This design comes from an exercise in tuning for small area, a short achievable clock period and few clock cycles per item on the open sky130 flow, not from production work.
Only simulation tests tie the RTL to the original design; equivalence was not proved.
Power figures rest on the tool's default switching activity, not on a simulated workload.

Design pf_engine, start of the top module:
module pf_engine (
    input  wire        clk,
    input  wire        rst,
    input  wire        cmd_valid,
    output wire        cmd_ready,
    input  wire [1:0]  cmd_op,
    input  wire [7:0]  cmd_klen,
    input  wire [7:0]  cmd_tlen,
    input  wire        in_valid,
    output wire        in_ready,
    input  wire [7:0]  in_data,
    output wire        out_valid,
    input  wire        out_ready,
    output wire [7:0]  out_data,
    output wire        done,
    output wire [2:0]  err_code,
    output wire [15:0] err_info
);
    localparam OP_ENC = 2'd0, OP_DEC = 2'd1, OP_MAT = 2'd2;
    localparam SC_NONE = 2'd0, SC_EMPTY = 2'd1, SC_ODD = 2'd2, SC_BAD = 2'd3;
    localparam IS_IDLE = 2'd0, IS_CAP = 2'd1, IS_STREAM = 2'd2;
    function [5:0] alpha(input integer i);
        alpha = (i < 26) ? (6'd33 + i) : (i - 10);
    endfunction
    reg [1:0] ist;
    reg       cmd_ready_r, in_ready_r;
    reg [1:0] op_in;
    reg [7:0] krem, trem;
    reg [1:0] sc_in;
    reg       started;
    reg       init_req;
    reg [7:0] mb, sb;
    reg       m_v, s_v;
    reg       m_first, m_last, m_text, m_null;
    reg       s_first, s_last, s_text, s_null;
    reg       m_okE, m_okD, m_sp, m_low;
    reg       s_okE, s_okD, s_sp, s_low;
    wire i_up  = (in_data >= 8'h41 && in_data <= 8'h5a);
    wire i_low = (in_data >= 8'h61 && in_data <= 8'h7a);
  ...
export LEC_CHECK = 0
export CAP_MARGIN = 20
export CORE_MARGIN = 2
export CORE_UTILIZATION = 40
export CTS_CLUSTER_DIAMETER = 100
export CTS_CLUSTER_SIZE = 30
export SLEW_MARGIN = 20
create_clock -name core_clock -period 10.0 [get_ports {clk}]
standard.sh (not shown) runs the stock make flow with config.mk's settings and CLKGATE_MAP_FILE= SYNTH_SCRIPT=/design/flow/synth_recipe.tcl, a recipe that flattens the netlist after the stock synthesis.
==> flow/flow/run.sh <==
#!/bin/bash
set -euo pipefail
bash standard.sh BUFFER_PORTS_ARGS="-buffer_cell sky130_fd_sc_hd__buf_4" \
    SETUP_SLACK_MARGIN=6.8 TNS_END_PERCENT=100 finish > standard_flow.log 2>&1
Testbench counts at the start, summed over its fixed seeds: cycles 24,755, bytes 24,035.
Change:
Settings changed: CAP_MARGIN 20 to 25, CORE_UTILIZATION 40 to 50, CTS_CLUSTER_SIZE 30 to 25, SLEW_MARGIN 20 to 25.
- The new run produced a clean layout
- die area drops by 20%
- via count goes up by 1.4%
- design area went down by 1.0%
- critical path depth goes up by 4
- maximum frequency is higher by 1.3%
- power came out lower by 1.0%
- clock-buffer cell count grows by 7
- synthesized area stays the same
- routed wire length rises by 0.53%


pf_engine again, from the RTL that the note above started with.
Settings: LEC_CHECK=0, CAP_MARGIN=25, CORE_MARGIN=2, CORE_UTILIZATION=45, CTS_CLUSTER_DIAMETER=100, CTS_CLUSTER_SIZE=25, SLEW_MARGIN=25; clock period 10.0 ns.
==> flow/flow/run.sh <==
#!/bin/bash
set -euo pipefail
bash standard.sh BUFFER_PORTS_ARGS="-buffer_cell sky130_fd_sc_hd__buf_4" \
    SETUP_SLACK_MARGIN=6.7 TNS_END_PERCENT=100 finish > standard_flow.log 2>&1
Testbench counts at the start, summed over its fixed seeds: cycles 24,755, bytes 24,035.
==> next run, changes <==
==> flow/flow/run.sh (replaced) <==
#!/bin/bash
set -euo pipefail
bash standard.sh BUFFER_PORTS_ARGS="-buffer_cell sky130_fd_sc_hd__buf_4" \
    SETUP_SLACK_MARGIN=6.6 TNS_END_PERCENT=100 finish > standard_flow.log 2>&1
--- a/flow/config.mk
+++ b/flow/config.mk
@@ -7,7 +7,7 @@
 export LEC_CHECK = 0
-export CAP_MARGIN = 25
+export CAP_MARGIN = 20
 export CORE_MARGIN = 2
-export CORE_UTILIZATION = 45
+export CORE_UTILIZATION = 40
 export CTS_CLUSTER_DIAMETER = 100
 export CTS_CLUSTER_SIZE = 25
-export SLEW_MARGIN = 25
+export SLEW_MARGIN = 20
Effect: The changed run ran to the end with no violations; clock skew goes down by 0.0045 ns; fmax goes up slightly; global-route usage goes down by 4.2 points.
==> next run, changes <==
==> flow/flow/run.sh (replaced) <==
#!/bin/bash
set -euo pipefail
bash standard.sh BUFFER_PORTS_ARGS="-buffer_cell sky130_fd_sc_hd__buf_4" \
    SETUP_SLACK_MARGIN=6.8 TNS_END_PERCENT=100 finish > standard_flow.log 2>&1
After rerunning: The new run completed without violations; combinational power rises by about 10%; final area rises by 4.3%; routed wire length rises by 3.9%; first-iteration DRC count rises by 7.7%; core utilization rises by 1.9 points; register-to-register slack gains 0.21 ns; total power rises by 3.8%; critical path depth does not change; clock skew falls by 0.0041 ns; final cell count rises by 1.6%; count of clock-buffer cells in the layout is unchanged.

[afterwards: timing with drivers on the ports]
No port has a modelled driver above. Below, the same layouts with a new extraction and two added sets of constraints.
Step 1 sets driving cells, clkbuf_16 on the clock port and buf_2 on the other inputs (assumed; they add their load-dependent delay and slew).
Step 2, shift: input delay + t, output delay - t, t = (earliest + latest rising clock arrival at the registers) / 2. This alone moves slack from input paths to output paths.
a / b / c = ideal / step 1 / step 2; a / b = the first two.
run	t (ns)	setup slack, ns	cell pins on the clock port's net
the first run of note 1	0.625	6.743 / 6.743 / 6.446	1
the second run of note 1	0.633	6.786 / 6.755 / 6.462	1
the first run of note 2	0.640	6.515 / 6.515 / 6.432	1
the second run of note 2	0.627	6.560 / 6.560 / 6.396	1
the third run of note 2	0.632	6.774 / 6.774 / 6.425	1
After both steps setup and hold are still met in every run listed. For the third run of note 2, which loses most, drivers alone change the setup slack by 0.000 ns; drivers and shift together by -0.349 ns.
